From an optimization exercise on the open Yosys and OpenROAD flow, aimed at small area, a short achievable clock period and few clock cycles per item; shortcuts taken in it are not production practice. RTL that was checked went through simulation tests only; none was proved equivalent to the original. Function not checked in runs 1 to 3: the RTL went through the layout flow alone. Power is estimated from default activity; no workload was simulated.

$ cat flow/design.v
module bb_sync (
    input  wire        clk,
    input  wire        rst,           
    input  wire        cmd_valid,
    output wire        cmd_ready,
    input  wire [31:0] cmd_data,
    output wire        kbc_rd,
    output wire        kbc_port,      
    input  wire        kbc_ack,
    input  wire [7:0]  kbc_rdata,
    output wire        rec_valid,
    input  wire        rec_ready,
    output wire [31:0] rec_data
);
    reg  [1:0]  sub_r;
    reg         kbd_pending;
    reg  [1:0]  mouse_slot;
    reg  [7:0]  mouse_b0, mouse_b1;
    reg         gs1, gap, gs2, gco;    
    reg  [14:0] x_sum;                 
    reg  [15:0] y_sum;
    reg  [7:0]  gest_xlen, gest_tol;
    reg         g2;                    
    reg         gq;                    
    reg         g2_cx, g2_sx;          
    reg         g2_cy, g2_sy;
    reg         g2_xk1, g2_xk0;        
    reg         g2_yk1, g2_yk0;        
    reg         cb_v;
    reg         cb_rdy;        
    reg  [1:0]  cb_grp;
    reg  [1:0]  cb_mem;
    reg  [23:0] cb_arg;
    reg         e_rd;          
    reg         e_port;        
    reg         e_wt;          
    reg         e_ch;          
    reg         e_mq;          
    reg  [3:0]  e_cnt;         
    reg  [2:0]  e_code;        
    reg         b_v;
    reg         b_ch;
    reg  [2:0]  b_code;
    reg  [7:0]  b_byte;
    reg         b_pkt;         
    reg         o_v;
    reg         o_pkt;         
    reg         o_k1;          
    reg         o_k2;          
    reg         o_dis;         
    reg         o_gd;          
    reg  [7:0]  o_byte;
    reg         gd_p;          
    assign kbc_rd   = e_rd;
    assign kbc_port = e_port;
    wire o_key = o_k1 | o_k2;
    assign rec_valid = o_v;
    assign rec_data[31]    = 1'b1;
    assign rec_data[30:27] = 4'd0;
    assign rec_data[26]    = o_dis;
    assign rec_data[25]    = o_pkt | o_gd;
    assign rec_data[24]    = o_key | o_gd;
    assign rec_data[23:18] = {6{o_pkt}} & o_byte[7:2];
    assign rec_data[17]    = (o_pkt & o_byte[1]) | o_k2;
    assign rec_data[16]    = (o_pkt & o_byte[0]) | (o_key & ~o_byte[7]);
    assign rec_data[15:10] = ({6{o_pkt}} & mouse_b1[7:2]) | ({6{o_k2}} & o_byte[7:2]);
    assign rec_data[9:8]   = ({2{o_pkt}} & mouse_b1[1:0]) | ({2{o_k2 | o_dis}} & o_byte[1:0]);
    assign rec_data[7:3]   = ({5{o_pkt}} & mouse_b0[7:3]) | ({5{o_k1}} & o_byte[7:3]) |
                             ({5{o_k2}} & 5'b11100);
    assign rec_data[2:0]   = ({3{o_pkt}} & mouse_b0[2:0]) | ({3{o_k1}} & o_byte[2:0]) |
                             ({3{o_dis}} & o_byte[4:2]);
    wire [7:0]  opc = cmd_data[31:24];
    wire z23_0 = (cmd_data[23:0] == 24'd0);
    wire z23_1 = (cmd_data[23:1] == 23'd0);
    wire z23_8 = (cmd_data[23:8] == 16'd0);
    reg  [3:0]  d_kind;
    always @(*) begin
        d_kind = 4'b10_10;                        
        case (opc)
            8'h00: if (z23_0) d_kind = 4'b00_00;
            8'h01: if (z23_1) d_kind = 4'b00_01;
            8'h02: if (z23_1) d_kind = 4'b00_10;
            8'h03: if (z23_8) d_kind = 4'b01_00;
            8'h10: if (z23_0) d_kind = 4'b01_01;
            8'h20: if (z23_0) d_kind = 4'b01_10;
            8'h11: if (z23_8) d_kind = 4'b10_00;
            8'h21: if (z23_8) d_kind = 4'b10_01;
            8'h30: if (cmd_data[5:3] == 3'd0) d_kind = 4'b11_00;
            8'h31: if (z23_0) d_kind = 4'b11_01;
            8'h32: if (cmd_data[23:16] == 8'd0) d_kind = 4'b11_10;
            default: ;
        endcase
    end
    wire r_ok   = !o_v && !gd_p && !g2;      
    wire r_b    = b_v && r_ok;               
    wire bfree  = !b_v || r_ok;              
    wire e_idle = !e_rd && !e_wt && !e_mq;
    wire cb_simple = (cb_grp == 2'd0);
    wire cb_drain  = (cb_grp == 2'd1);
    wire cb_bop    = (cb_grp == 2'd2);
    wire cb_gop    = (cb_grp == 2'd3);
    wire bop_go = cb_v && cb_bop && e_idle && bfree;
    wire g_free = cb_v && cb_gop && e_idle && !b_v && r_ok;
    wire g_op   = g_free && (cb_mem != 2'd0);          
    wire g_prep = g_free && (cb_mem == 2'd0) && !gq;   
    wire cons_reg = cb_v && (cb_simple || (cb_drain && e_idle)) || bop_go || g_op || gq;
    assign cmd_ready = cb_rdy;
    wire rd_now    = e_rd && kbc_ack;
    wire st_obf    = kbc_rdata[0];
    wire last_poll = (e_cnt == 4'd9);
    wire fin_now   = rd_now && (e_port || (!st_obf && last_poll));
    wire dk = cb_mem[0] || (!cb_mem[1] && !cb_mem[0] && cb_arg[0] && sub_r[0]);
    wire dm = cb_mem[1] || (!cb_mem[1] && !cb_mem[0] && cb_arg[1] && sub_r[1]);
    wire take_drain = cb_v && cb_drain && (e_idle || (fin_now && !e_mq));
    wire cons       = cons_reg || take_drain;
    wire e_free_n = !take_drain && (e_idle || (fin_now && !e_mq));
    wire b_v_n    = (b_v && !r_b) || fin_now || bop_go;
    wire r_ok_n   = !gd_p && (!o_v || rec_ready) && !r_b && !g_go;
    wire       ld_n  = cmd_valid && cmd_ready;
    wire       cbv_n = ld_n || (cb_v && !cons);
    wire [1:0] grp_n = ld_n ? d_kind[3:2] : cb_grp;
    wire [1:0] mem_n = ld_n ? d_kind[1:0] : cb_mem;
    reg        cons_n;
    always @(*) begin
        case (grp_n)
            2'd0:    cons_n = 1'b1;
            2'd1:    cons_n = e_free_n;
            2'd2:    cons_n = e_free_n && !b_v_n;
            default: cons_n = (mem_n == 2'd0) ? (!ld_n && g_prep) : (e_free_n && !b_v_n && r_ok_n);
        endcase
    end
    function gt8(input [7:0] a, input [7:0] b, input eq);
        integer i;
        reg r;
        begin
            r = eq;
            for (i = 0; i < 8; i = i + 1)
                r = (a[i] & ~b[i]) | ((a[i] | ~b[i]) & r);
            gt8 = r;
        end
    endfunction
    function gt15(input [14:0] a, input [14:0] b, input eq);
        integer i;
        reg r;
        begin
            r = eq;
            for (i = 0; i < 15; i = i + 1)
                r = (a[i] & ~b[i]) | ((a[i] | ~b[i]) & r);
            gt15 = r;
        end
    endfunction
    wire r_pkt = b_pkt && r_ok;
    reg  [1:0] slot_after;
    always @(*) begin
        slot_after = mouse_slot;
        if (r_b && b_ch && b_code == 3'd0)
            case (mouse_slot)
                2'd0:    slot_after = b_byte[3] ? 2'd1 : 2'd0;
                2'd1:    slot_after = 2'd2;
                default: slot_after = 2'd0;
            endcase
    end
    wire g_go  = r_pkt || gq;
    wire [2:0] g_btn = mouse_b0[2:0];
    wire [8:0] g_dx  = {mouse_b0[4], mouse_b1};
    wire [8:0] g_dy  = {mouse_b0[5], b_byte};
    wire        g_lb = g_btn[0];
    wire        g_rb = g_btn[1];
    wire        g_mb = g_btn[2];
    wire        left_only  =  g_lb && !g_rb && !g_mb;
    wire        right_only = !g_lb &&  g_rb && !g_mb;
    wire        released   = !g_lb && !g_rb && !g_mb;
    wire        sx = g_dx[8];
    wire        sy = g_dy[8];
    wire [7:0]  ux = g_dx[7:0] ^ {8{sx}};
    wire [7:0]  uy = g_dy[7:0] ^ {8{sy}};
    wire        ax = gt8(ux, gest_tol, sx);
    wire        ay = gt8(uy, gest_tol, sy);
    wire        dx_lt = sx && ax;             
    wire        dy_lt = sy && ay;             
    wire        dy_gt = !sy && ay;            
    wire [8:0]  x_lo = {1'b0, x_sum[7:0]} + {1'b0, g_dx[7:0]};
    wire [8:0]  y_lo = {1'b0, y_sum[7:0]} + {1'b0, g_dy[7:0]};
    wire        x_long = (x_sum[14:8] != 7'd0) || gt8(x_sum[7:0], gest_xlen, 1'b1);
    wire        steep  = gt15(y_sum[14:0] ^ {15{gs2}}, x_sum, gs2) && (!gs2 || y_sum[15]);
    wire        acc1 = gs1 && left_only  && !(dx_lt || dy_lt);
    wire        acc2 = gs2 && right_only && !(dx_lt || dy_gt);
    wire        acc  = acc1 || acc2;
    wire        gidle  = !gs1 && !gap && !gs2 && !gco;
    wire        ap_ok  = !(g_lb || g_mb || ax || ay);
    wire        n_s1   = (gidle && left_only) || acc1;
    wire        n_ap   = (gs1 && released && x_long && steep) || (gap && ap_ok && !g_rb);
    wire        n_s2   = (gap && ap_ok && g_rb) || acc2;
    wire        g_done = gs2 && released && x_long && steep;
    wire        n_co   = gco || g_done;
    function [7:0] incdec(input [7:0] x, input up, input dn);
        integer i;
        reg [7:0] r, m;
        begin
            for (i = 0; i < 8; i = i + 1) begin
                m = (8'd1 << i) - 8'd1;
                r[i] = x[i] ^ ((up & ((x & m) == m)) | (dn & ((x & m) == 8'd0)));
            end
            incdec = r;
        end
    endfunction
    wire [7:0]  x_hi  = incdec({1'b0, x_sum[14:8]}, g2_cx & !g2_sx, g2_sx & !g2_cx);
    wire [7:0]  y_hi  = incdec(y_sum[15:8],         g2_cy & !g2_sy, g2_sy & !g2_cy);
    wire        g2_xk = g2_cx ? g2_xk1 : g2_xk0;
    wire        g2_yk = g2_cy ? g2_yk1 : g2_yk0;
    wire        x_a1 = (x_sum[14:8] == 7'h7F);
    wire        x_a0 = (x_sum[14:8] == 7'h00);
    wire        y_a1 = (y_sum[14:8] == 7'h7F);
    wire        y_a0 = (y_sum[14:8] == 7'h00);
    wire        xk_c1 = !(!sx && x_a1);                        
    wire        xk_c0 = !(sx && x_a0);                         
    wire        yk_c1 = ((y_sum[15] ^ (!sy && y_a1)) == gs2);
    wire        yk_c0 = ((y_sum[15] ^ (sy && y_a0)) == gs2);
    reg [2:0] v_code;
    always @(*) begin
        if (kbc_rdata[7])                 v_code = 3'd2;    
        else if (kbc_rdata[6])            v_code = 3'd3;    
        else if (kbc_rdata[5] != e_ch)    v_code = 3'd4;    
        else                              v_code = 3'd0;
    end
    always @(posedge clk) begin
        if (rst) begin
            sub_r       <= 2'b00;
            kbd_pending <= 1'b0;
            mouse_slot  <= 2'd0;
            gs1         <= 1'b0;
            gap         <= 1'b0;
            gs2         <= 1'b0;
            gco         <= 1'b0;
            x_sum       <= 15'd0;
            y_sum       <= 16'd0;
            gest_xlen   <= 8'h00;
            gest_tol    <= 8'h00;
            g2          <= 1'b0;
            cb_v        <= 1'b0;
            cb_rdy      <= 1'b1;
            e_rd        <= 1'b0;
            e_wt        <= 1'b0;
            e_mq        <= 1'b0;
            b_v         <= 1'b0;
            b_pkt       <= 1'b0;
            gq          <= 1'b0;
            o_v         <= 1'b0;
            gd_p        <= 1'b0;
        end else begin
            if (cmd_valid && cmd_ready) cb_v <= 1'b1;
            else if (cons)              cb_v <= 1'b0;
            cb_rdy <= !cbv_n || cons_n;
            if (cb_v && cb_simple && cb_mem != 2'd0) begin
                if (cb_arg[0]) sub_r[1] <= cb_mem[0];
                else           sub_r[0] <= cb_mem[0];
            end
            if (o_v && rec_ready) begin
                o_v  <= gd_p;
                gd_p <= 1'b0;
            end
            if (r_b) begin
                b_v   <= 1'b0;
                b_pkt <= 1'b0;
            end
            if (fin_now) begin
                b_v   <= 1'b1;
                b_pkt <= e_ch && e_port && (e_code == 3'd0) && (slot_after == 2'd2);
            end
            if (bop_go) begin
                b_v   <= 1'b1;
                b_pkt <= (cb_mem == 2'd1) && (slot_after == 2'd2);
            end
            if (rd_now) begin
                if (!e_port) begin
                    if (st_obf) begin
                        if (!bfree) begin e_rd <= 1'b0; e_wt <= 1'b1; end
                    end else if (e_cnt == 4'd8 && !bfree) begin
                        e_rd <= 1'b0; e_wt <= 1'b1;
                    end
                end
            end else if (e_wt && bfree) begin
                e_wt <= 1'b0;
                e_rd <= 1'b1;
            end
            if (fin_now) begin
                e_mq <= 1'b0;
                e_rd <= e_mq;
            end
            if (take_drain) begin
                e_mq <= dk && dm;
                e_rd <= dk || dm;
            end
            if (r_b && b_code == 3'd0) begin
                if (!b_ch) begin
                    kbd_pending <= (b_byte == 8'hE0);
                end else begin
                    case (mouse_slot)
                        2'd0: if (b_byte[3]) mouse_slot <= 2'd1;
                        2'd1: mouse_slot <= 2'd2;
                        default: mouse_slot <= 2'd0;
                    endcase
                end
            end
            if (r_b) begin
                if (b_code != 3'd0) o_v <= 1'b1;
                else if (!b_ch)     o_v <= (b_byte != 8'hE0);
                else                o_v <= (mouse_slot == 2'd0) ? !b_byte[3] : (mouse_slot == 2'd2);
            end
            gq <= g_prep;
            if (g_go) begin
                gs1 <= n_s1;
                gap <= n_ap;
                gs2 <= n_s2;
                gco <= n_co;
                g2  <= acc;
                x_sum[7:0] <= acc ? x_lo[7:0] : 8'd0;
                y_sum[7:0] <= acc ? y_lo[7:0] : 8'd0;
                if (!acc) begin
                    x_sum[14:8] <= 7'd0;
                    y_sum[15:8] <= 8'd0;
                end
                if (r_pkt) gd_p <= g_done;
                else       o_v  <= g_done;
            end
            if (g2) begin
                g2 <= 1'b0;
                if (g2_xk) x_sum[14:8] <= x_hi[6:0];
                else       x_sum       <= 15'd0;
                if (g2_yk) y_sum[15:8] <= y_hi;
                else       y_sum       <= 16'd0;
            end
            if (g_op && cb_mem[0]) begin
                gs1   <= 1'b0;
                gap   <= 1'b0;
                gs2   <= 1'b0;
                gco   <= 1'b0;
                x_sum <= 15'd0;
                y_sum <= 16'd0;
            end
            if (g_op && cb_mem[1]) begin
                gest_xlen <= cb_arg[7:0];
                gest_tol  <= cb_arg[15:8];
            end
        end
    end
    always @(posedge clk) begin
        if (cmd_ready) begin
            cb_grp <= d_kind[3:2];
            cb_mem <= d_kind[1:0];
            cb_arg <= cmd_data[23:0];
        end
        if (rd_now && !e_port) begin
            if (st_obf) begin
                e_code <= v_code;
                e_port <= 1'b1;
            end else begin
                e_cnt <= e_cnt + 4'd1;
            end
        end
        if (fin_now && e_mq) begin
            e_ch   <= 1'b1;
            e_cnt  <= 4'd0;
            e_port <= 1'b0;
        end
        if (take_drain) begin
            e_ch   <= !dk;
            e_cnt  <= 4'd0;
            e_port <= 1'b0;
        end
        if (fin_now) begin
            b_ch   <= e_ch;
            b_code <= e_port ? e_code : 3'd1;
            b_byte <= kbc_rdata;
        end
        if (bop_go) begin
            b_ch   <= cb_mem[0];
            b_code <= cb_mem[1] ? 3'd6 : 3'd0;
            b_byte <= cb_arg[7:0];
        end
        if (o_v && rec_ready && gd_p) begin
            o_pkt <= 1'b0;
            o_k1  <= 1'b0;
            o_k2  <= 1'b0;
            o_dis <= 1'b0;
            o_gd  <= 1'b1;
        end
        if (r_b) begin
            o_pkt <= 1'b0;
            o_k1  <= 1'b0;
            o_k2  <= 1'b0;
            o_dis <= 1'b0;
            o_gd  <= 1'b0;
            if (b_code != 3'd0) begin
                o_dis  <= 1'b1;
                o_byte <= {3'd0, b_code, (b_code == 3'd6) ? 2'd2 : {1'b0, b_ch}};
            end else if (!b_ch) begin
                o_k1   <= !kbd_pending;
                o_k2   <= kbd_pending;
                o_byte <= b_byte;
            end else if (mouse_slot == 2'd0) begin
                o_dis  <= 1'b1;
                o_byte <= {3'd0, 3'd5, 2'd1};
            end else begin
                o_pkt  <= 1'b1;
                o_byte <= b_byte;
            end
        end
        if (gq) begin
            o_pkt <= 1'b0;
            o_k1  <= 1'b0;
            o_k2  <= 1'b0;
            o_dis <= 1'b0;
            o_gd  <= 1'b1;
        end
        if (b_ch && b_code == 3'd0 && r_b) begin
            if (mouse_slot == 2'd0) mouse_b0 <= b_byte;
            if (mouse_slot == 2'd1) mouse_b1 <= b_byte;
        end
        if (g_prep) begin
            mouse_b0     <= {mouse_b0[7:6], cb_arg[23], cb_arg[14], mouse_b0[3], cb_arg[2:0]};
            mouse_b1     <= cb_arg[13:6];
            b_byte       <= cb_arg[22:15];
            cb_arg[15:0] <= {mouse_b1, mouse_b0};
        end
        if (gq) begin
            mouse_b0 <= cb_arg[7:0];
            mouse_b1 <= cb_arg[15:8];
        end
        if (g_go) begin
            g2_cx  <= x_lo[8];
            g2_sx  <= sx;
            g2_cy  <= y_lo[8];
            g2_sy  <= sy;
            g2_xk1 <= xk_c1;
            g2_xk0 <= xk_c0;
            g2_yk1 <= yk_c1;
            g2_yk0 <= yk_c0;
        end
        if (rst) begin
            mouse_b0 <= 8'h00;
            mouse_b1 <= 8'h00;
            o_byte   <= 8'h00;
        end
    end
endmodule
$ cat flow/flow/run.sh
#!/bin/bash
# Standard layout, except that the port buffers are buf_2 cells instead of
# the delay cells buffer_ports picks by default. Every port is still buffered.
set -euo pipefail
export BUFFER_PORTS_ARGS="-buffer_cell sky130_fd_sc_hd__buf_2"
bash standard.sh > standard.log 2>&1
$ cat flow/standard.sh
#!/bin/bash
# synth_recipe.tcl (not shown) runs the flow's synth.tcl, then flattens the netlist and writes it again
# the make line also repeats each setting of config.mk as NAME=value (left out here)
make -C /OpenROAD-flow-scripts/flow DESIGN_CONFIG=/design/flow/config.mk WORK_HOME=/design/flow/orfs CLKGATE_MAP_FILE= SYNTH_SCRIPT=/design/flow/synth_recipe.tcl "${@:-finish}"
$ cat flow/config.mk
export PLATFORM = sky130hd
export DESIGN_NAME = bb_sync
export DESIGN_NICKNAME = bb_sync
export VERILOG_FILES = /design/flow/design.v
export SDC_FILE = /design/flow/constraint.sdc
export NUM_CORES = 4
export LEC_CHECK = 0
export ABC_AREA = 1
export CAP_MARGIN = 20
export CORE_MARGIN = 2
export CORE_UTILIZATION = 55
export CTS_BUF_LIST = sky130_fd_sc_hd__clkbuf_8
export SETUP_SLACK_MARGIN = 1.8
export SLEW_MARGIN = 20
$ cat flow/constraint.sdc
create_clock -name core_clock -period 4.5 [get_ports {clk}]
set_input_delay 0.9000 -clock core_clock [delete_from_list [all_inputs] [get_ports {clk}]]
set_output_delay 0.9000 -clock core_clock [all_outputs]
set_load 0.01 [all_outputs]
==> flow_summary_export.csv, run 1 <==
group,metric,value,unit
run_status,outcome,"no timing/DRC/antenna violations",
die,dieArea,0.0179,sq mm
layout,n_antenna_cell,0,
yosys,ys.flop_type,"dfxtp_1",
layout,nets,1371,
route,viasPerCell,5.62,
power,vdd.ir_drop.worst,0.379,mV
yosys,yosysWarnings,1,
yosys,ys_seq_area_frac,0.387,
worst_setup_path,cp.arrival,1.75,ns
global_routing,grt_pass1_wl,41.8,mm
sta,timing.final.crit_share,0.589,
clocking,cts_tree,"done",
place,dpl_cell_area,0.00971,sq mm
global_routing,overflow,0,
sta,slew_headroom,0.530,
worst_hold_path,hold_class,"reg -> reg",
sta,rsz0062_at_grt,"true",
die,core,0.0165,sq mm
yosys,postSynthCellCount,1244,
worst_setup_path,path_class,"reg -> out",
worst_setup_path,worst-path-max-fanout,13,
yosys,synth.distinct_cells,62,
route,first_pass_iters,6,
clocking,cts.sinks,153,
yosys,yosys.area.top_type_share,0.219,
worst_setup_path,worstPathRequired,3.60,ns
yosys,synth_area_leaders,"dfxtp_1 22%, edfxtp_1 17%, nand2_1 11%, inv_1 6.5%, a21oi_1 4.2%",
sta,tightest_slew,0.704,ns
route,num_vias,8625,
worst_setup_path,start_kind,"register",
clocking,cts_made_buffers,17,
route,initialDrtViolationCount,761,
flow_run,drv_cap,0,
clocking,clock_latency,0.47,ns
yosys,synthArstFlopShare,0,
place,dp_hpwl,19.6,mm
sta,hold_violations,0,
sta,max_clock_freq,377,MHz
sta,tns,0,ns
place,gp_congestion,0.983,
route,detail-route-antenna-nets,0,
global_routing,grt_usage,0.300,
yosys,synth_largest_area_cell,"dfxtp_1",
layout,post-route-cell-area,0.0102,sq mm
yosys,synth-seq-cells,153,
worst_setup_path,end_kind,"output pin",
clocking,clock_path_buffers,2,
die,num_rows,47,
yosys,synthesis.area,0.00925,sq mm
global_routing,grt_pass1_vias,7920,
sta,finClkSkew,0.0171,ns
power,power_density,313,mW/mm^2
layout,syn2layout_area_growth,10.4,%
power,leakagePower,0.00434,uW
yosys,syn_avg_cell_area,7.44,sq um
die,io_pins,81,
clocking,htreeDepth,4,
route,wl,26.2,mm
route,drc,0,
global_routing,antenna_found_initial,0,
die,die_h,134,microns
die,initial_utilization,0.560,
yosys,synth_edf_count,52,
global_routing,grt_max_degree,45,
die,die_w,134,microns
clocking,ctsRootBufferMaster,"clkbuf_8",
clocking,cts_hold_buffers,0,
sta,finalSetupViolCount,0,
place,port_buffers,75,
sta,timing.final.crit_period,2.65,ns
sta,final_max_slew_viol_count,0,
yosys,yosysMostFrequentCell,"nand2_1",
yosys,netlist_top_cells_count,"274 x nand2_1, 159 x inv_1, 101 x dfxtp_1",
clocking,cts.clk_slew.worst_paths,0.10,ns
route,wl_per_cell,17.1,microns
layout,layout-drive-gt1-share,0.139,
-- power by group --
group	leakage, uW	internal (uW)	switching (uW)	total (uW)
combinational	0.00278	135	243	377
clock	0.000233	629	612	1240
sequential	0.00133	1500	87.1	1580
-- cell families after synthesis --
family | share of synthesized area
xor+xnor | 0.0464
simple gates | 0.262
other cells | 0.000812
compound gates | 0.172
buf+inv | 0.0955
fa+ha+maj | 0.0354
flops | 0.387
mux | 0.00108
-- cells in the final DEF (no fill, tap or decap), types with 7 or more instances in the layout --
cell,Yosys,layout
nand3_2,15,15
o21ai_1,9,10
edfxtp_1,52,52
nor2_1,96,95
a21oi_1,77,77
ha_1,23,23
buf_4,9,8
o22ai_1,14,14
nand4_1,10,10
inv_1,159,157
o21ai_0,73,72
buf_2,6,75
nor3_1,23,23
nand2_1,274,271
nand3_1,73,73
a31oi_1,10,10
or2_2,13,13
xor2_1,19,19
xnor2_1,30,30
nor4_1,9,9
a221oi_1,7,7
dfxtp_1,101,96
clkbuf_8,0,17
nand2_2,4,7
a211oi_1,18,18
-- metal layers --
layer,track usage,routed length (microns)
met5,0,0
met2,0.488,12000
met1,0.413,11500
met4,0.0887,585
met3,0.0502,2080
-- through the flow --
step	std cells	setup WS, ns	power, uW	utilization	hold WS [ns]
after floorplan	1247	2.07	1810	-	0.430
after CTS	1533	1.83	3200	0.617	0.465
after global routing	1534	1.79	3320	0.618	0.487
final	1534	1.85	3200	0.618	0.461
after detailed placement	1500	1.63	1980	0.588	0.453
after global placement	1500	1.67	1980	0.588	0.447
-- registers in the layout, indices dropped and copies added (netlist names), 2 cells and up --
| name | flops |
|---|---|
| cb_arg | 24 |
| y_sum | 16 |
| mouse_b1 | 8 |
| mouse_slot | 2 |
| e_code | 3 |
| b_byte | 8 |
| mouse_b0 | 8 |
| gest_xlen | 8 |
| gest_tol | 8 |
| e_cnt | 4 |
| cb_mem | 2 |
| b_code | 3 |
| o_byte | 8 |
| sub_r | 2 |
| x_sum | 15 |
| cb_grp | 2 |
-- timing repair --
item | 4_1_cts | 5_1_grt
endpoints found under the setup margin | 19 | 31
resized for setup | 5 | 7
buffers inserted | 0 | 1
cloned | 1 | 0
-- area by class of cell --
type                            instances  area, sq um
Multi-Input combinational cell        878         4800
Clock inverter                         15          229
Timing Repair inverter                  1         7.51
Inverter                              167          634
Timing Repair Buffer                   83          435
Clock buffer                           17          234
Tap cell                              220          275
Fill cell                            1601         6310
Sequential cell                       153         3590
-- path summary, 6_finish.rpt --
| path | start | endpoint | slack, ns | cells past startpoint |
|---|---|---|---|---|
| min | gest_xlen[0]$_SDFFE_PP0P_ | gest_xlen[0]$_SDFFE_PP0P_ | 0.46 | 2 |
| min reg2reg | gest_xlen[0]$_SDFFE_PP0P_ | gest_xlen[0]$_SDFFE_PP0P_ | 0.46 | 2 |
| max | mouse_b0[4]$_SDFFE_PP0P_ | rec_data[4] | 1.85 | 3 |
| max reg2reg | cb_grp[0]$_DFFE_PP_ | b_byte[4]$_DFFE_PP_ | 2.01 | 10 |
-- worst max-delay path, stage by stage, from the launching register on --
cell	delay [ns]
dfxtp_2	0.58
inv_1	0.25
o22ai_1	0.26
buf_2	0.18
==> inputs of run 2 (changes only) <==
--- a/flow/design.v
+++ b/flow/design.v
@@ -46,4 +46,5 @@
     reg         o_v;
     reg         o_pkt;         
+    reg         o_pkt_lo;      
     reg         o_k1;          
     reg         o_k2;          
@@ -64,9 +65,9 @@
     assign rec_data[17]    = (o_pkt & o_byte[1]) | o_k2;
     assign rec_data[16]    = (o_pkt & o_byte[0]) | (o_key & ~o_byte[7]);
-    assign rec_data[15:10] = ({6{o_pkt}} & mouse_b1[7:2]) | ({6{o_k2}} & o_byte[7:2]);
-    assign rec_data[9:8]   = ({2{o_pkt}} & mouse_b1[1:0]) | ({2{o_k2 | o_dis}} & o_byte[1:0]);
-    assign rec_data[7:3]   = ({5{o_pkt}} & mouse_b0[7:3]) | ({5{o_k1}} & o_byte[7:3]) |
+    assign rec_data[15:10] = ({6{o_pkt_lo}} & mouse_b1[7:2]) | ({6{o_k2}} & o_byte[7:2]);
+    assign rec_data[9:8]   = ({2{o_pkt_lo}} & mouse_b1[1:0]) | ({2{o_k2 | o_dis}} & o_byte[1:0]);
+    assign rec_data[7:3]   = ({5{o_pkt_lo}} & mouse_b0[7:3]) | ({5{o_k1}} & o_byte[7:3]) |
                              ({5{o_k2}} & 5'b11100);
-    assign rec_data[2:0]   = ({3{o_pkt}} & mouse_b0[2:0]) | ({3{o_k1}} & o_byte[2:0]) |
+    assign rec_data[2:0]   = ({3{o_pkt_lo}} & mouse_b0[2:0]) | ({3{o_k1}} & o_byte[2:0]) |
                              ({3{o_dis}} & o_byte[4:2]);
     wire [7:0]  opc = cmd_data[31:24];
@@ -379,6 +380,8 @@
             b_byte <= cb_arg[7:0];
         end
+        if (o_v && rec_ready) o_pkt_lo <= 1'b0;
         if (o_v && rec_ready && gd_p) begin
             o_pkt <= 1'b0;
+            o_pkt_lo <= 1'b0;
             o_k1  <= 1'b0;
             o_k2  <= 1'b0;
@@ -388,4 +391,5 @@
         if (r_b) begin
             o_pkt <= 1'b0;
+            o_pkt_lo <= 1'b0;
             o_k1  <= 1'b0;
             o_k2  <= 1'b0;
@@ -404,4 +408,5 @@
             end else begin
                 o_pkt  <= 1'b1;
+                o_pkt_lo <= 1'b1;
                 o_byte <= b_byte;
             end
@@ -409,4 +414,5 @@
         if (gq) begin
             o_pkt <= 1'b0;
+            o_pkt_lo <= 1'b0;
             o_k1  <= 1'b0;
             o_k2  <= 1'b0;
--- a/flow/config.mk
+++ b/flow/config.mk
@@ -11,4 +11,4 @@
 export CORE_UTILIZATION = 55
 export CTS_BUF_LIST = sky130_fd_sc_hd__clkbuf_8
-export SETUP_SLACK_MARGIN = 1.8
+export SETUP_SLACK_MARGIN = 2.0
 export SLEW_MARGIN = 20
==> flow_summary_export.csv, run 2 <==
group,metric,value,unit
power,pwr-share-seq,0.497,
layout,layout_common_cells,"266 x nand2_1, 161 x inv_1, 115 x nor2_1, 95 x dfxtp_1, 83 x a21oi_1",
layout,filler_cell_count,1526,
yosys,synth.distinct_cells,55,
route,wl_met2,12.2,mm
layout,final_common_cell,"nand2_1",
clocking,ctsRootBufferMaster,"clkbuf_8",
place,port_buffers,75,
clocking,cts.clk_slew.worst_paths,0.09,ns
clocking,cts_made_buffers,17,
route,met3WireLength,1.50,mm
sta,timing.final.crit_period,2.57,ns
yosys,ys_seq_area_frac,0.393,
layout,regMostFlops,"cb_arg",
yosys,yosys.area.top_type_share,0.223,
power,pwr-share-comb,0.183,
worst_setup_path,worst-path-max-fanout,13,
yosys,synth_largest_area_cell,"dfxtp_1",
place,dp_cells,1519,
sta,finalSetupViolCount,0,
worst_setup_path,end_kind,"output pin",
route,top_layer_used,"met4",
power,power_density,340,mW/mm^2
worst_setup_path,reg2reg_slack,2.17,ns
clocking,clock_path_buffers,2,
place,dp_hpwl,19.2,mm
flow_run,drv_cap,0,
yosys,synthesis.area,0.00916,sq mm
layout,layout-drive-gt1-share,0.137,
sta,tns,0,ns
worst_setup_path,worstPathRequired,3.60,ns
global_routing,grt_pass1_wl,40.6,mm
yosys,postSynthCellCount,1264,
power,switching_share,0.334,
global_routing,grt_usage,0.294,
global_routing,grt_max_degree,38,
place,dp_slack,1.59,ns
clocking,cts_tree,"done",
die,die_h,133,microns
power,clockPowerShare,0.320,
route,met1Wirelength,11.3,mm
layout,regArea,0.00362,sq mm
route,viasPerCell,5.49,
power,leakagePower,0.00434,uW
route,initialDrtViolationCount,631,
layout,largest_reg_flops,24,
route,wl,25.8,mm
yosys,yosysWarnings,1,
sta,max_clock_freq,389,MHz
worst_setup_path,start_kind,"register",
yosys,synth-seq-cells,154,
yosys,synthArstFlopShare,0,
sta,final_max_slew_viol_count,0,
sta,finClkSkew,0.0169,ns
yosys,synth_area_leaders,"dfxtp_1 22%, edfxtp_1 17%, nand2_1 11%, inv_1 6.8%, nor2_1 4.8%",
die,io_pins,81,
sta,timing.final.crit_share,0.571,
route,first_pass_iters,6,
die,initial_utilization,0.559,
sta,setup_slack,1.93,ns
sta,hold_violations,0,
route,detail-route-antenna-nets,0,
layout,instances_no_fill,1563,
global_routing,overflow,0,
route,num_vias,8588,
layout,syn2layout_area_growth,11.9,%
worst_setup_path,cp.arrival,1.67,ns
route,drc,0,
global_routing,antenna_found_initial,0,
run_status,outcome,"no timing/DRC/antenna violations",
power,p_sw,1160,uW
power,internal-power,2320,uW
clocking,cts.sinks,154,
die,core,0.0164,sq mm
die,die_w,133,microns
clocking,htreeDepth,4,
yosys,ys.flop_type,"dfxtp_1",
yosys,synth_edf_count,52,
sta,rsz0062_at_grt,"true",
sta,tightest_slew,0.678,ns
worst_setup_path,path_class,"reg -> out",
place,gp_congestion,0.945,
worst_hold_path,hold_class,"reg -> reg",
clocking,clock_latency,0.48,ns
die,dieArea,0.0177,sq mm
yosys,netlist_top_cells_count,"270 x nand2_1, 165 x inv_1, 116 x nor2_1",
yosys,yosysMostFrequentCell,"nand2_1",
layout,top_regs,"cb_arg x24, y_sum x16, x_sum x15",
global_routing,grt_pass1_vias,7828,
sta,slew_headroom,0.543,
yosys,syn_avg_cell_area,7.25,sq um
layout,n_antenna_cell,0,
layout,multi_input_area,0.00476,sq mm
sta,holdWs,0.468,ns
power,vdd.ir_drop.worst,0.306,mV
route,wl_per_cell,16.5,microns
layout,nets,1400,
die,num_rows,47,
## run 2: critical path, stage by stage (launching register included)
cell	delay, ns
dfxtp_4	0.48
inv_1	0.24
o22ai_1	0.29
buf_2	0.19
## run 2: layout make-up
class                   instances  share of cell area
multi-input cells             885               0.464
flip-flops and latches        154               0.353
inverters                     180              0.0672
repair buffers                 91              0.0483
well taps                     220              0.0268
clock buffers                  17              0.0228
clock inverters                15              0.0171
repair inverters                1            0.000732
## run 2: through the flow
stage	utilization	instance area, sq um	total power (uW)
6_report	0.625	10300	3490
3_5_place_dp	0.587	9630	2350
4_1_cts	0.613	10100	3450
5_1_grt	0.625	10300	3640
3_3_place_gp	0.587	9630	2340
2_1_floorplan	-	9180	2120
## run 2: final timing paths
check	to	cells past startpoint	startpoint
setup / recovery	rec_data[4]	3	mouse_b0[4]$_SDFFE_PP0P_
setup reg to reg	y_sum[9]$_SDFFE_PP0P_	12	b_byte[3]$_DFFE_PP_
hold reg to reg	gest_xlen[0]$_SDFFE_PP0P_	2	gest_xlen[0]$_SDFFE_PP0P_
hold / removal	gest_xlen[0]$_SDFFE_PP0P_	2	gest_xlen[0]$_SDFFE_PP0P_
## run 2: layer usage
metal  vias to the layer above  GRT usage
li1                       4334          -
met1                      3920      0.382
met2                       283      0.491
met3                        51     0.0548
met4                         0      0.110
met5                         -          0
## run 2: power groups by stage
stage / Combinational [uW] / Sequential [uW] / Clock, uW
finish: 639 / 1730 / 1120
global route: 721 / 1740 / 1180
CTS: 584 / 1740 / 1130
detailed placement: 578 / 1770 / 0
global placement: 574 / 1770 / 0
floorplan: 423 / 1690 / 0
## run 2: what timing repair did
action	in CTS	in global routing
pin swaps	0	2
setup endpoints to repair	44	92
hold buffers	0	0
setup buffers	0	10
cloned	0	2
gates resized for setup	8	30
## run 2: cells by family after synthesis
kind of cell               after synthesis  share of synthesized area
other                                    2                   0.000820
and+or+nand+nor                        541                      0.253
muxes                                    1                    0.00109
DFF                                    154                      0.393
adders and majority gates               25                     0.0358
AOI/OAI and AO/OA                      260                      0.167
buffers and inverters                  229                     0.0995
xor gates and xnor gates                52                     0.0497
==> inputs of run 3 (changes only) <==
--- a/flow/config.mk
+++ b/flow/config.mk
@@ -9,5 +9,5 @@
 export CAP_MARGIN = 20
 export CORE_MARGIN = 2
-export CORE_UTILIZATION = 55
+export CORE_UTILIZATION = 65
 export CTS_BUF_LIST = sky130_fd_sc_hd__clkbuf_8
 export SETUP_SLACK_MARGIN = 2.0
==> flow_summary_export.csv, run 3 <==
group,metric,value,unit
clocking,htreeDepth,4,
layout,post-route-cell-area,0.0102,sq mm
sta,slew_headroom,0.281,
power,vdd.ir_drop.worst,0.316,mV
power,switching_share,0.313,
route,num_vias,8817,
power,pwr-share-seq,0.500,
global_routing,grt_max_degree,38,
place,dpl_cell_area,0.00958,sq mm
worst_setup_path,reg2reg_slack,2.09,ns
sta,finClkSkew,0.0150,ns
route,initialDrtViolationCount,952,
route,wl,25.5,mm
worst_setup_path,r2r-start,"b_byte[0]$_DFFE_PP_",
yosys,yosys.area.top_type_share,0.223,
layout,layout-drive-gt1-share,0.133,
clocking,clock_latency,0.48,ns
power,p_sw,1080,uW
global_routing,overflow,0,
worst_setup_path,path_class,"reg -> out",
yosys,postSynthCellCount,1264,
worst_hold_path,hold_class,"reg -> reg",
layout,n_antenna_cell,0,
clocking,cts.sinks,154,
worst_setup_path,cp-endpoint,"rec_data[7]",
sta,finalSetupViolCount,0,
clocking,cts.clk_slew.worst_paths,0.08,ns
die,die_w,123,microns
yosys,synth_compound_area_frac,0.167,
flow_run,drv_cap,0,
worst_setup_path,cp.arrival,1.56,ns
yosys,synth_top_family_by_area,"simple AND/OR/NAND/NOR gates",
die,dieArea,0.0151,sq mm
global_routing,grt_usage,0.344,
yosys,yosysWarnings,1,
clocking,cts_tree,"done",
layout,largest_reg_flops,24,
die,num_rows,43,
yosys,synthArstFlopShare,0,
layout,final_common_cell,"nand2_1",
power,power_density,337,mW/mm^2
die,die_h,123,microns
global_routing,grt_pass1_vias,7917,
worst_setup_path,worst-path-max-fanout,8,
yosys,yosys-mux-area-fraction,0.00109,
die,initial_utilization,0.663,
layout,syn2layout_area_growth,11.7,%
yosys,synth_edf_count,52,
sta,tns,0,ns
layout,layout_common_cells,"266 x nand2_1, 165 x inv_1, 115 x nor2_1, 96 x dfxtp_1, 82 x a21oi_1",
yosys,yosys.area_share.simple,0.253,
yosys,synth_xor_area_frac,0.0497,
sta,timing.final.crit_period,2.46,ns
worst_setup_path,startpoint,"o_pkt_lo$_SDFFE_PP0P_",
worst_setup_path,worstPathRequired,3.60,ns
power,finalPower,3450,uW
sta,rsz0062_at_grt,"true",
sta,timing.final.crit_share,0.547,
power,internal-power,2370,uW
yosys,synth_largest_area_cell,"dfxtp_1",
power,leakagePower,0.00440,uW
worst_setup_path,r2r_cells,9,
yosys,syn_avg_cell_area,7.25,sq um
yosys,synth_adder_area_share,0.0358,
place,gp_congestion,0.952,
route,drc,0,
yosys,netlist_top_cells_count,"270 x nand2_1, 165 x inv_1, 116 x nor2_1",
global_routing,antenna_found_initial,0,
yosys,ys.flop_type,"dfxtp_1",
yosys,synthesis.area,0.00916,sq mm
worst_setup_path,start_kind,"register",
layout,nets,1407,
clocking,ctsRootBufferMaster,"clkbuf_8",
global_routing,grt_pass1_wl,39.6,mm
yosys,yosysMostFrequentCell,"nand2_1",
route,first_pass_iters,6,
route,detail-route-antenna-nets,0,
clocking,clock_path_buffers,2,
route,viasPerCell,5.76,
run_status,outcome,"no timing/DRC/antenna violations",
route,wl_per_cell,16.6,microns
yosys,synth-seq-cells,154,
worst_setup_path,end_kind,"output pin",
place,port_buffers,75,
sta,hold_violations,0,
place,dp_hpwl,18.6,mm
sta,holdWs,0.469,ns
layout,regMostFlops,"cb_arg",
yosys,ys_seq_area_frac,0.393,
power,pwr-share-comb,0.186,
sta,final_max_slew_viol_count,0,
yosys,synth_area_leaders,"dfxtp_1 22%, edfxtp_1 17%, nand2_1 11%, inv_1 6.8%, nor2_1 4.8%",
layout,top_regs,"cb_arg x24, y_sum x16, x_sum x15",
yosys,synth.distinct_cells,55,
worst_setup_path,r2r-end,"g2_cy$_DFFE_PN_",
die,core,0.0138,sq mm
sta,tightest_slew,1.08,ns
power,clockPowerShare,0.314,
clocking,cts_made_buffers,17,
die,io_pins,81,
sta,max_clock_freq,406,MHz
-- run 3: routing by layer --
metal  global-route usage  vias up  share of wire
li1                     -     4344              -
met3               0.0855       87          0.084
met2                0.544      393           0.46
met4                0.183        0          0.046
met1                0.433     3993           0.41
met5                    0        -              0
-- run 3: layout make-up --
| class | instances | area, sq um |
|---|---|---|
| clock inverters | 13 | 136 |
| multi-input cells | 885 | 4740 |
| inverters | 180 | 691 |
| repair buffers | 98 | 561 |
| flip-flops and latches | 154 | 3620 |
| repair inverters | 1 | 7.51 |
| clock buffers | 19 | 262 |
| fillers | 1163 | 3590 |
| well taps | 180 | 225 |
-- run 3: timing repair --
action                     4_1_cts  5_1_grt
hold buffers                     0        0
setup buffers                    0       18
pin swaps                        0        4
gates resized for setup          8       30
cloned                           0        2
setup endpoints to repair       44      103
-- run 3: logic make-up (layout without fill, tap and decap cells) --
kind of cell,count (synthesis),count (layout)
xor+xnor,52,52
flops,154,154
compound gates,260,260
simple gates,541,542
other cells,2,5
buf+inv,229,311
mux,1,1
fa+ha+maj,25,25
-- run 3: through the flow --
stage,utilization,cells,setup WS [ns]
4_1_cts,0.722,1510,1.99
3_5_place_dp,0.693,1478,1.51
3_3_place_gp,0.693,1478,1.60
2_1_floorplan,-,1267,2.11
5_1_grt,0.741,1530,1.98
6_report,0.741,1530,2.04
-- run 3: worst min path at each step --
stage	from	to	depth (start not counted)
floorplan	gest_xlen[0]$_SDFFE_PP0P_	gest_xlen[0]$_SDFFE_PP0P_	2
global placement	gco$_SDFFE_PP0N_	gco$_SDFFE_PP0N_	2
detailed placement	gco$_SDFFE_PP0N_	gco$_SDFFE_PP0N_	2
CTS	gco$_SDFFE_PP0N_	gco$_SDFFE_PP0N_	2
global route	o_byte[0]$_SDFFE_PP0P_	o_byte[0]$_SDFFE_PP0P_	2
finish	o_byte[0]$_SDFFE_PP0P_	o_byte[0]$_SDFFE_PP0P_	2
-- run 3: power by group through the flow --
stage | logic, uW | clock network, uW | registers, uW
2_1_floorplan | 423 | 0 | 1690
3_3_place_gp | 565 | 0 | 1760
3_5_place_dp | 576 | 0 | 1760
4_1_cts | 583 | 1080 | 1730
5_1_grt | 712 | 1130 | 1730
6_report | 640 | 1080 | 1730
-- run 3: critical path, cell delays in order (launching register included) --
cell,delay (ns)
dfxtp_4,0.40
clkinvlp_4,0.19
o211ai_1,0.31
buf_2,0.19
==> inputs of run 4 (changes only) <==
--- a/flow/design.v
+++ b/flow/design.v
@@ -93,5 +93,5 @@
         endcase
     end
-    wire r_ok   = !o_v && !gd_p && !g2;      
+    wire r_ok   = !o_v && !gd_p;
     wire r_b    = b_v && r_ok;               
     wire bfree  = !b_v || r_ok;              
@@ -103,5 +103,5 @@
     wire bop_go = cb_v && cb_bop && e_idle && bfree;
     wire g_free = cb_v && cb_gop && e_idle && !b_v && r_ok;
-    wire g_op   = g_free && (cb_mem != 2'd0);          
+    wire g_op   = g_free && (cb_mem != 2'd0) && !g2;   
     wire g_prep = g_free && (cb_mem == 2'd0) && !gq;   
     wire cons_reg = cb_v && (cb_simple || (cb_drain && e_idle)) || bop_go || g_op || gq;
==> flow_summary_export.csv, run 4 <==
group,metric,value,unit
yosys,yosysWarnings,1,
global_routing,antenna_found_initial,0,
place,dp_cells,1484,
sta,tns,0,ns
worst_setup_path,r2r_cells,14,
place,port_buffers,75,
global_routing,grt_pass1_vias,7865,
sta,final_max_slew_viol_count,0,
die,core,0.0139,sq mm
global_routing,grt_usage,0.337,
sta,max_clock_freq,417,MHz
worst_hold_path,hold_class,"reg -> reg",
yosys,postSynthCellCount,1269,
clocking,cts.clk_slew.worst_paths,0.09,ns
worst_setup_path,reg2reg_slack,2.20,ns
power,vdd.ir_drop.worst,0.290,mV
layout,layout_common_cells,"279 x nand2_1, 173 x inv_1, 103 x o21ai_0, 98 x nor2_1, 96 x dfxtp_1",
worst_setup_path,worst-path-max-fanout,6,
worst_setup_path,path_class,"reg -> out",
place,gp_congestion,0.932,
route,drc,0,
sta,rsz0062_at_grt,"false",
route,detail-route-antenna-nets,0,
clocking,ctsRootBufferMaster,"clkbuf_8",
layout,nets,1401,
sta,hold_violations,0,
yosys,ys.flop_type,"dfxtp_1",
sta,timing.final.crit_period,2.40,ns
sta,setup_slack,2.10,ns
place,dp_hpwl,18.7,mm
sta,timing.final.crit_share,0.533,
run_status,outcome,"no timing/DRC/antenna violations",
yosys,synth_area_leaders,"dfxtp_1 22%, edfxtp_1 17%, nand2_1 11%, inv_1 7.0%, o21ai_0 5.7%",
die,initial_utilization,0.663,
route,initialDrtViolationCount,936,
die,die_h,123,microns
clocking,cts_made_buffers,17,
layout,final_common_cell,"nand2_1",
layout,top_regs,"cb_arg x24, y_sum x16, x_sum x15",
power,leakagePower,0.00444,uW
yosys,syn_avg_cell_area,7.25,sq um
worst_setup_path,cp.arrival,1.50,ns
yosys,synth-seq-cells,154,
route,num_vias,8735,
route,first_pass_iters,9,
worst_setup_path,worstPathRequired,3.60,ns
layout,regMostFlops,"cb_arg",
global_routing,overflow,0,
sta,finClkSkew,0.0147,ns
worst_setup_path,cp-endpoint,"rec_data[1]",
layout,layout-drive-gt1-share,0.133,
sta,tightest_slew,0.585,ns
worst_setup_path,start_kind,"register",
worst_setup_path,r2r-start,"o_v$_SDFF_PP0_",
yosys,synthesis.area,0.00921,sq mm
sta,slew_headroom,0.610,
clocking,cts_hold_buffers,0,
power,power_density,296,mW/mm^2
sta,holdWs,0.458,ns
layout,largest_reg_flops,24,
route,wl_per_cell,16.6,microns
sta,finalSetupViolCount,0,
worst_hold_path,min_path_cells,2,
clocking,cts.sinks,154,
worst_setup_path,startpoint,"mouse_b0[1]$_SDFFE_PP0P_",
die,die_w,123,microns
route,viasPerCell,5.73,
yosys,yosysMostFrequentCell,"nand2_1",
worst_setup_path,r2r-end,"mouse_b0[7]$_SDFFE_PP0P_",
flow_run,drv_cap,0,
die,dieArea,0.0151,sq mm
clocking,clock_path_buffers,2,
layout,n_antenna_cell,0,
global_routing,grt_max_degree,47,
route,wl,25.3,mm
yosys,yosys.area.top_type_share,0.222,
layout,filler_cell_count,1174,
die,num_rows,43,
yosys,synth_largest_area_cell,"dfxtp_1",
yosys,ys_seq_area_frac,0.391,
clocking,cts_tree,"done",
yosys,synthArstFlopShare,0,
clocking,htreeDepth,4,
worst_setup_path,end_kind,"output pin",
layout,instances_no_fill,1524,
place,dp_slack,1.66,ns
yosys,synth_edf_count,52,
layout,syn2layout_area_growth,11.1,%
yosys,synth.distinct_cells,53,
yosys,netlist_top_cells_count,"280 x nand2_1, 172 x inv_1, 104 x o21ai_0",
die,io_pins,81,
global_routing,grt_pass1_wl,39.0,mm
clocking,clock_latency,0.47,ns
run 4: cell count changes in the layout (fill, tap and decap cells not counted), moves of 10 or more:
cell,previous run,this run
a211oi_1,19,4
buf_4,22,12
nand2_1,266,279
o21ai_0,65,103
nor2_1,115,98
o21ai_1,19,8
run 4: cell type report:
type	count	area, sq um	area share
sequential	154	3620	0.353
clock buffer	17	234	0.0229
timing repair buffer	90	508	0.0497
inverter	180	681	0.0665
multi-input combinational	888	4770	0.466
tap	180	225	0.0220
clock inverter	15	199	0.0194
run 4: cells by family after synthesis:
kind of cell	after synthesis	share of synthesized area
flops	154	0.391
buf+inv	232	0.103
other cells	2	0.000816
xor+xnor	50	0.0476
mux	1	0.00109
simple gates	530	0.249
compound gates	275	0.172
fa+ha+maj	25	0.0356
run 4: per-layer routing:
layer,share of wire,global-route usage,wire (microns),vias up
li1,-,-,-,4313
met1,0.40,0.412,10200,3984
met2,0.48,0.582,12200,367
met3,0.078,0.0692,1980,71
met4,0.040,0.135,1000,0
met5,0,0,0,-
run 4: per-stage QoR:
stage	util	power, uW	instance area [sq um]
final	0.737	3030	10200
after global routing	0.737	3130	10200
after CTS	0.725	3010	10100
after detailed placement	0.693	1880	9620
after global placement	0.693	1870	9620
after floorplan	-	1770	9220
run 4: worst min path at each step:
stage	slack (ns)	end	startpoint
floorplan	0.40	g2_sx$_DFFE_PN_	mouse_b0[4]$_SDFFE_PP0P_
global placement	0.45	o_k2$_SDFFE_PP0P_	kbd_pending$_SDFFE_PP0P_
detailed placement	0.45	o_k2$_SDFFE_PP0P_	kbd_pending$_SDFFE_PP0P_
CTS	0.46	o_k2$_SDFFE_PP0P_	kbd_pending$_SDFFE_PP0P_
global route	0.49	o_k2$_SDFFE_PP0P_	kbd_pending$_SDFFE_PP0P_
finish	0.46	o_k2$_SDFFE_PP0P_	kbd_pending$_SDFFE_PP0P_
run 4: worst max-delay path, stage by stage, from the launching register on:
cell	delay [ns]
dfxtp_1	0.43
inv_1	0.20
o221ai_1	0.24
buf_2	0.17
run 4: timing repair:
| action | CTS | global route |
|---|---|---|
| setup buffers | 0 | 6 |
| setup endpoints to repair | 48 | 84 |
| cloned | 0 | 2 |
| resized for setup | 6 | 21 |
| pin swaps | 0 | 2 |
run 4: report_power, final:
part           switching (uW)  leakage (uW)  total, uW  internal [uW]
Clock                     555      0.000210       1160            605
Sequential               66.0       0.00134       1560           1500
Combinational             196       0.00288        309            113
Testbench counts of run 4, summed over its fixed seeds: cycles 26,047, ops 5,600.
==> inputs of run 5 (changes only) <==
--- a/flow/config.mk
+++ b/flow/config.mk
@@ -9,6 +9,7 @@
 export CAP_MARGIN = 20
 export CORE_MARGIN = 2
-export CORE_UTILIZATION = 65
+export CORE_UTILIZATION = 55
 export CTS_BUF_LIST = sky130_fd_sc_hd__clkbuf_8
 export SETUP_SLACK_MARGIN = 2.0
 export SLEW_MARGIN = 20
+export TNS_END_PERCENT = 10
==> flow_summary_export.csv, run 5 <==
group,metric,value,unit
worst_setup_path,critPathMaxStageDelay,0.57,ns
yosys,yosysMostFrequentCell,"nand2_1",
route,first_pass_iters,5,
die,dieArea,0.0178,sq mm
yosys,yosys.area.top_type_share,0.222,
place,port_buffers,75,
layout,layout_common_cells,"279 x nand2_1, 171 x inv_1, 104 x o21ai_0, 100 x nor2_1, 100 x dfxtp_1",
place,gp_congestion,0.917,
clocking,ctsRootBufferMaster,"clkbuf_8",
sta,tightest_slew,0.674,ns
layout,nets,1396,
power,leakagePower,0.00437,uW
sta,hold_violations,0,
yosys,synth_edf_count,52,
worst_setup_path,critical-path-slowest-cell,"dfxtp_1",
worst_setup_path,path_class,"reg -> out",
yosys,synthesis.area,0.00921,sq mm
die,initial_utilization,0.559,
die,core,0.0165,sq mm
worst_hold_path,hold_class,"reg -> reg",
flow_run,drv_cap,0,
sta,timing.final.crit_period,2.53,ns
sta,timing.final.crit_share,0.563,
layout,n_antenna_cell,0,
clocking,cts.clk_slew.worst_paths,0.09,ns
global_routing,grt_pass1_wl,41.5,mm
global_routing,grt_usage,0.301,
die,die_w,133,microns
yosys,ys.flop_type,"dfxtp_1",
sta,max_clock_freq,395,MHz
clocking,cts_tree,"done",
power,vdd.ir_drop.worst,0.199,mV
sta,finClkSkew,0.0129,ns
global_routing,grt_pass1_vias,7811,
route,drc,0,
yosys,synth_area_leaders,"dfxtp_1 22%, edfxtp_1 17%, nand2_1 11%, inv_1 7.0%, o21ai_0 5.7%",
clocking,clock_path_buffers,2,
die,die_h,133,microns
sta,holdWs,0.474,ns
route,wl_per_cell,16.9,microns
route,viasPerCell,5.52,
die,io_pins,81,
yosys,postSynthCellCount,1269,
yosys,netlist_top_cells_count,"280 x nand2_1, 172 x inv_1, 104 x o21ai_0",
sta,rsz0062_at_grt,"true",
sta,tns,0,ns
sta,slew_headroom,0.548,
yosys,syn_avg_cell_area,7.25,sq um
sta,final_max_slew_viol_count,0,
worst_hold_path,hp-start,"gco$_SDFFE_PP0N_",
clocking,htreeDepth,4,
route,num_vias,8607,
layout,largest_reg_flops,24,
power,finalPower,2900,uW
layout,layout-drive-gt1-share,0.123,
yosys,yosysWarnings,1,
global_routing,grt_max_degree,47,
worst_setup_path,start_kind,"register",
global_routing,antenna_found_initial,0,
run_status,outcome,"no timing/DRC/antenna violations",
yosys,synth.distinct_cells,53,
place,dpl_cell_area,0.00965,sq mm
place,dp_hpwl,19.8,mm
worst_setup_path,worst-path-max-fanout,12,
worst_setup_path,worstPathRequired,3.60,ns
yosys,ys_seq_area_frac,0.391,
layout,final_common_cell,"nand2_1",
layout,regMostFlops,"cb_arg",
yosys,synthArstFlopShare,0,
clocking,cts.sinks,154,
layout,top_regs,"cb_arg x24, y_sum x16, x_sum x15",
route,detail-route-antenna-nets,0,
worst_setup_path,path_cells,"inv_1 -> o221ai_1 -> buf_2",
yosys,synth-seq-cells,154,
global_routing,overflow,0,
power,power_density,287,mW/mm^2
clocking,clock_latency,0.47,ns
layout,syn2layout_area_growth,9.87,%
sta,finalSetupViolCount,0,
layout,post-route-cell-area,0.0101,sq mm
worst_setup_path,end_kind,"output pin",
worst_setup_path,cp.arrival,1.63,ns
route,initialDrtViolationCount,573,
clocking,cts_made_buffers,17,
die,num_rows,47,
yosys,synth_largest_area_cell,"dfxtp_1",
worst_setup_path,r2r-start,"o_v$_SDFF_PP0_",
worst_setup_path,startpoint,"o_pkt_lo$_SDFFE_PP0P_",
route,wl,26.3,mm
-- run 5: cell type report --
class | count | area (sq um)
tap | 220 | 275
multi-input combinational | 887 | 4710
inverter | 180 | 681
clock buffer | 18 | 248
sequential | 154 | 3610
timing repair buffer | 85 | 450
timing repair inverter | 1 | 5.00
clock inverter | 14 | 138
fill | 1578 | 6350
-- run 5: path summary, 6_finish.rpt --
kind	to	slack, ns	cells past startpoint
max	rec_data[1]	1.97	3
min	gco$_SDFFE_PP0N_	0.47	2
max reg2reg	cb_arg[15]$_DFFE_PP_	2.04	7
min reg2reg	gco$_SDFFE_PP0N_	0.47	2
-- run 5: power by group --
part	switching, uW	internal [uW]	total (uW)
Sequential	68.8	1500	1570
Combinational	192	105	297
Clock	575	466	1040
-- run 5: routing by layer --
layer	vias up	GRT usage	routed length [microns]
li1	4318	-	-
met1	3986	0.389	11400
met2	257	0.511	12900
met3	46	0.0453	1340
met4	0	0.112	723
met5	-	0	0
-- run 5: metrics by stage --
stage | cells | setup WS, ns | util
after detailed placement | 1522 | 1.63 | 0.586
after floorplan | 1272 | 2.04 | -
after CTS | 1554 | 1.72 | 0.610
after global placement | 1522 | 1.67 | 0.586
final | 1559 | 1.97 | 0.614
after global routing | 1559 | 1.86 | 0.614
-- run 5: critical path: cells and delay by family, from the launching register on --
kind | cells | cell delay, ns
AOI/OAI and AO/OA | 1 | 0.23
buffers and inverters | 2 | 0.37
DFF | 1 | 0.57
-- run 5: logic make-up (layout without fill, tap and decap cells) --
kind of cell	Yosys count	after routing	share of synthesized area
flops	154	154	0.391
xor+xnor	50	50	0.0476
other cells	2	5	0.000816
buf+inv	232	298	0.103
mux	1	1	0.00109
compound gates	275	275	0.172
simple gates	530	531	0.249
fa+ha+maj	25	25	0.0356
-- run 5: repair_timing --
item / CTS / global route
pin swaps: 0 / 1
setup endpoints to repair: 53 / 74
resized for setup: 4 / 7
cloned: 0 / 2
endpoints found under the hold margin: 0 / 0
setup buffers: 0 / 3
hold buffers: 0 / 0
==> inputs of run 6 (changes only) <==
--- a/flow/config.mk
+++ b/flow/config.mk
@@ -13,3 +13,3 @@
 export SETUP_SLACK_MARGIN = 2.0
 export SLEW_MARGIN = 20
-export TNS_END_PERCENT = 10
+export TNS_END_PERCENT = 30
==> flow_summary_export.csv, run 6 <==
group,metric,value,unit
layout,syn2layout_area_growth,9.72,%
clocking,cts.sinks,154,
route,viasPerCell,5.50,
die,initial_utilization,0.559,
worst_setup_path,critPathMaxStageDelay,0.56,ns
sta,rsz0062_at_grt,"true",
yosys,synth-seq-cells,154,
clocking,cts_hold_buffers,0,
layout,top_regs,"cb_arg x24, y_sum x16, x_sum x15",
worst_setup_path,path_class,"reg -> out",
global_routing,grt_pass1_wl,41.5,mm
sta,max_clock_freq,398,MHz
layout,regMostFlops,"cb_arg",
die,io_pins,81,
worst_setup_path,cp_top_family,"flip-flops",
die,die_w,133,microns
clocking,cts_tree,"done",
die,num_rows,47,
global_routing,grt_pass1_vias,7811,
yosys,netlist_top_cells_count,"280 x nand2_1, 172 x inv_1, 104 x o21ai_0",
worst_setup_path,end_kind,"output pin",
sta,tns,0,ns
place,dp_hpwl,19.8,mm
route,initialDrtViolationCount,584,
place,gp_congestion,0.917,
layout,layout-drive-gt1-share,0.123,
place,port_buffers,75,
worst_hold_path,hold_class,"reg -> reg",
worst_setup_path,path_cells,"inv_1 -> o221ai_1 -> buf_2",
route,first_pass_iters,5,
sta,timing.final.crit_share,0.558,
sta,tightest_slew,0.692,ns
sta,slew_headroom,0.536,
clocking,clock_path_buffers,2,
clocking,cts_made_buffers,17,
worst_setup_path,worstPathRequired,3.60,ns
worst_setup_path,critical-path-slowest-cell,"dfxtp_1",
yosys,synthesis.area,0.00921,sq mm
yosys,yosysMostFrequentCell,"nand2_1",
sta,holdWs,0.474,ns
yosys,ys_seq_area_frac,0.391,
yosys,yosysWarnings,1,
yosys,synth_area_leaders,"dfxtp_1 22%, edfxtp_1 17%, nand2_1 11%, inv_1 7.0%, o21ai_0 5.7%",
global_routing,grt_usage,0.301,
yosys,syn_avg_cell_area,7.25,sq um
sta,timing.final.crit_period,2.51,ns
clocking,cts.clk_slew.worst_paths,0.09,ns
clocking,htreeDepth,4,
run_status,outcome,"no timing/DRC/antenna violations",
flow_run,drv_cap,0,
layout,post-route-cell-area,0.0101,sq mm
layout,largest_reg_flops,24,
yosys,synth_edf_count,52,
worst_setup_path,worst-path-max-fanout,12,
worst_setup_path,cp_num_buf_inv,2,
yosys,synthArstFlopShare,0,
layout,n_antenna_cell,0,
power,leakagePower,0.00437,uW
global_routing,antenna_found_initial,0,
die,die_h,133,microns
layout,final_common_cell,"nand2_1",
clocking,clock_latency,0.47,ns
power,power_density,287,mW/mm^2
worst_setup_path,start_kind,"register",
worst_setup_path,cp.arrival,1.61,ns
global_routing,grt_max_degree,47,
yosys,ys.flop_type,"dfxtp_1",
sta,hold_violations,0,
layout,filler_cell_count,1579,
sta,finClkSkew,0.0102,ns
route,detail-route-antenna-nets,0,
place,dpl_cell_area,0.00965,sq mm
die,dieArea,0.0178,sq mm
sta,final_max_slew_viol_count,0,
sta,finalSetupViolCount,0,
global_routing,overflow,0,
die,core,0.0165,sq mm
route,drc,0,
clocking,ctsRootBufferMaster,"clkbuf_8",
layout,layout_common_cells,"279 x nand2_1, 171 x inv_1, 104 x o21ai_0, 100 x nor2_1, 100 x dfxtp_1",
yosys,synth_largest_area_cell,"dfxtp_1",
route,wl,26.2,mm
yosys,synth.distinct_cells,53,
power,vdd.ir_drop.worst,0.200,mV
yosys,yosys.area.top_type_share,0.222,
route,num_vias,8574,
yosys,postSynthCellCount,1269,
route,wl_per_cell,16.8,microns
layout,nets,1395,
[run 6: cell families after synthesis]
| group | share of synthesized area |
|---|---|
| simple gates | 0.249 |
| compound gates | 0.172 |
| buf+inv | 0.103 |
| flops | 0.391 |
| xor+xnor | 0.0476 |
| fa+ha+maj | 0.0356 |
| other cells | 0.000816 |
| mux | 0.00109 |
[run 6: final timing paths]
path	start	end	slack (ns)	depth (start not counted)
setup reg to reg	b_byte[0]$_DFFE_PP_	g2_cy$_DFFE_PN_	2.12	8
hold reg to reg	gco$_SDFFE_PP0N_	gco$_SDFFE_PP0N_	0.47	2
setup / recovery	o_pkt_lo$_SDFFE_PP0P_	rec_data[1]	1.99	3
hold / removal	gco$_SDFFE_PP0N_	gco$_SDFFE_PP0N_	0.47	2
[run 6: per-stage QoR]
stage           util  std cells  power [uW]  setup WS, ns
6_report       0.613       1558        2900          1.99
5_1_grt        0.613       1558        3010          1.87
4_1_cts        0.610       1554        2910          1.91
3_5_place_dp   0.586       1522        1880          1.63
3_3_place_gp   0.586       1522        1880          1.67
2_1_floorplan      -       1272        1770          2.04
[run 6: worst reg2reg max path, delay by kind of cell (launching register included)]
kind / cells / cell delay (ns)
AO/OA/AOI/OAI: 4 / 0.69
adder cells (fa/ha/maj): 2 / 0.70
AND/OR/NAND/NOR: 2 / 0.19
flip-flops: 1 / 0.54
[run 6: what timing repair did]
item / CTS / global route
pin swaps: 0 / 1
gates cloned: 0 / 2
setup buffers: 0 / 2
setup endpoints to repair: 53 / 65
gates resized for setup: 5 / 5
[run 6: report_power, final]
part	switching [uW]	leakage, uW	internal [uW]
logic	187	0.00283	104
clock network	574	0.000197	466
registers	73.4	0.00134	1500
total	834	0.00437	2070
[run 6: area by class of cell]
cell class	instances	area, sq um	share of cell area
Multi-Input combinational cell	887	4700	0.465
Sequential cell	154	3610	0.357
Inverter	180	681	0.0674
Timing Repair Buffer	84	447	0.0442
Tap cell	220	275	0.0273
Clock buffer	18	248	0.0245
Clock inverter	14	138	0.0136
Timing Repair inverter	1	5.00	0.000496
[run 6: routing by layer]
layer	wire length [microns]	vias to the layer above	track usage	share of wire
li1	-	4318	-	-
met1	11200	3948	0.389	0.43
met2	12800	262	0.511	0.49
met3	1480	46	0.0453	0.056
met4	742	0	0.112	0.028
met5	0	-	0	0
==> inputs of run 7 (changes only) <==
--- a/flow/config.mk
+++ b/flow/config.mk
@@ -11,5 +11,4 @@
 export CORE_UTILIZATION = 55
 export CTS_BUF_LIST = sky130_fd_sc_hd__clkbuf_8
-export SETUP_SLACK_MARGIN = 2.0
+export SETUP_SLACK_MARGIN = 1.9
 export SLEW_MARGIN = 20
-export TNS_END_PERCENT = 30
==> flow_summary_export.csv, run 7 <==
group,metric,value,unit
run_status,outcome,"no timing/DRC/antenna violations",
layout,layout-drive-gt1-share,0.122,
route,wl,26.1,mm
worst_setup_path,start_kind,"register",
clocking,clock_path_buffers,2,
layout,top_regs,"cb_arg x24, y_sum x16, x_sum x15",
flow_run,drv_cap,0,
yosys,yosys.area.top_type_share,0.222,
worst_hold_path,min_path_cells,2,
worst_setup_path,path_class,"reg -> reg",
sta,slew_headroom,0.533,
global_routing,grt_pass1_vias,7811,
route,initialDrtViolationCount,621,
clocking,clock_latency,0.47,ns
route,first_pass_iters,5,
yosys,netlist_top_cells_count,"280 x nand2_1, 172 x inv_1, 104 x o21ai_0",
worst_setup_path,end_kind,"register",
clocking,cts_made_buffers,17,
clocking,cts_tree,"done",
die,die_w,133,microns
place,port_buffers,75,
power,leakagePower,0.00436,uW
yosys,yosysWarnings,1,
sta,rsz0062_at_grt,"false",
yosys,synth_compound_area_frac,0.172,
yosys,postSynthCellCount,1269,
layout,final_common_cell,"nand2_1",
global_routing,grt_usage,0.301,
power,vdd.ir_drop.worst,0.198,mV
clocking,cts_hold_buffers,0,
yosys,ys.flop_type,"dfxtp_1",
yosys,synthArstFlopShare,0,
layout,regMostFlops,"cb_arg",
route,detail-route-antenna-nets,0,
global_routing,grt_pass1_wl,41.5,mm
clocking,ctsRootBufferMaster,"clkbuf_8",
global_routing,overflow,0,
sta,holdWs,0.472,ns
worst_setup_path,worstPathRequired,4.71,ns
worst_setup_path,worst-path-max-fanout,6,
clocking,cts.sinks,154,
route,num_vias,8533,
power,power_density,288,mW/mm^2
yosys,synth-seq-cells,154,
clocking,cts.clk_slew.worst_paths,0.09,ns
die,io_pins,81,
sta,tns,0,ns
clocking,htreeDepth,4,
sta,finClkSkew,0.0127,ns
layout,largest_reg_flops,24,
yosys,synth_largest_area_cell,"dfxtp_1",
yosys,synth_area_leaders,"dfxtp_1 22%, edfxtp_1 17%, nand2_1 11%, inv_1 7.0%, o21ai_0 5.7%",
route,viasPerCell,5.49,
worst_hold_path,hold_class,"reg -> reg",
yosys,synth_edf_count,52,
die,core,0.0165,sq mm
sta,tightest_slew,0.696,ns
die,dieArea,0.0178,sq mm
layout,n_antenna_cell,0,
layout,syn2layout_area_growth,9.50,%
yosys,yosys.area_share.simple,0.249,
yosys,yosys-mux-area-fraction,0.00109,
die,num_rows,47,
die,die_h,133,microns
yosys,ys_seq_area_frac,0.391,
die,initial_utilization,0.559,
worst_setup_path,r2r_cells,8,
clocking,cts_setup_buffers,0,
global_routing,grt_max_degree,47,
layout,filler_cell_count,1584,
sta,hold_violations,0,
[run 7: cell count changes in the layout (fill, tap and decap cells not counted)]
| cell | before | now |
|---|---|---|
| clkinv_1 | 2 | 1 |
| buf_4 | 8 | 6 |
| dfxtp_2 | 1 | 2 |
| clkinvlp_4 | 2 | 3 |
| dfxtp_1 | 100 | 99 |
| nand3_2 | 3 | 2 |
[run 7: worst paths after layout]
path                                          to                 from
worst max register to register   g2_cy$_DFFE_PN_  b_byte[0]$_DFFE_PP_
worst max-delay path             g2_cy$_DFFE_PN_  b_byte[0]$_DFFE_PP_
worst min-delay path            gco$_SDFFE_PP0N_     gco$_SDFFE_PP0N_
worst min register to register  gco$_SDFFE_PP0N_     gco$_SDFFE_PP0N_
[run 7: layout make-up]
type                    instances  area [sq um]  area share
multi-input cells             886          4690       0.465
inverters                     180           684      0.0679
repair inverters                1          5.00    0.000497
clock buffers                  18           248      0.0246
repair buffers                 82           432      0.0428
well taps                     220           275      0.0273
clock inverters                14           138      0.0137
flip-flops and latches        154          3610       0.358
[run 7: per-layer routing]
layer | track usage | vias to the layer above | wire [microns]
met5 | 0 | - | 0
met3 | 0.0453 | 49 | 1400
li1 | - | 4307 | -
met2 | 0.511 | 266 | 12600
met4 | 0.112 | 0 | 736
met1 | 0.389 | 3911 | 11300
[run 7: kinds of logic after synthesis]
family	after synthesis
buffers and inverters	232
AOI/OAI and AO/OA	275
adders and majority gates	25
and+or+nand+nor	530
other	2
muxes	1
xor gates and xnor gates	50
DFF	154
[run 7: repair_timing]
item,in CTS,in global routing
setup endpoints to repair,34,58
resized for setup,4,8
cloned,0,1
pin swaps,0,0
[run 7: stage by stage]
step | std cells | utilization | worst slack, ns | instance area, sq um | total power (uW)
finish | 1555 | 0.612 | 2.08 | 10100 | 2900
global route | 1555 | 0.612 | 1.90 | 10100 | 3000
CTS | 1554 | 0.610 | 1.91 | 10000 | 2910
detailed placement | 1522 | 0.586 | 1.63 | 9650 | 1880
global placement | 1522 | 0.586 | 1.67 | 9650 | 1880
floorplan | 1272 | - | 2.04 | 9220 | 1770
[run 7: worst max-delay path, cell delays in order, from the launching register on]
cell	delay, ns
edfxtp_1	0.57
ha_1	0.29
fa_1	0.42
a31oi_1	0.25
nor2_1	0.08
o21ai_0	0.15
nand2_1	0.11
a21oi_1	0.18
o21bai_1	0.12
[run 7: where the power goes]
part	switching (uW)	internal [uW]	total, uW
clock network	573	466	1040
registers	73.5	1500	1570
logic	187	102	289

Check on run 7: ideal ports give 2.083 ns setup slack; a clkbuf_16 on the clock port and buf_2 on the inputs give 2.052 ns; moving port delays by the midpoint clock arrival (0.506 ns) as well gives 1.649 ns.
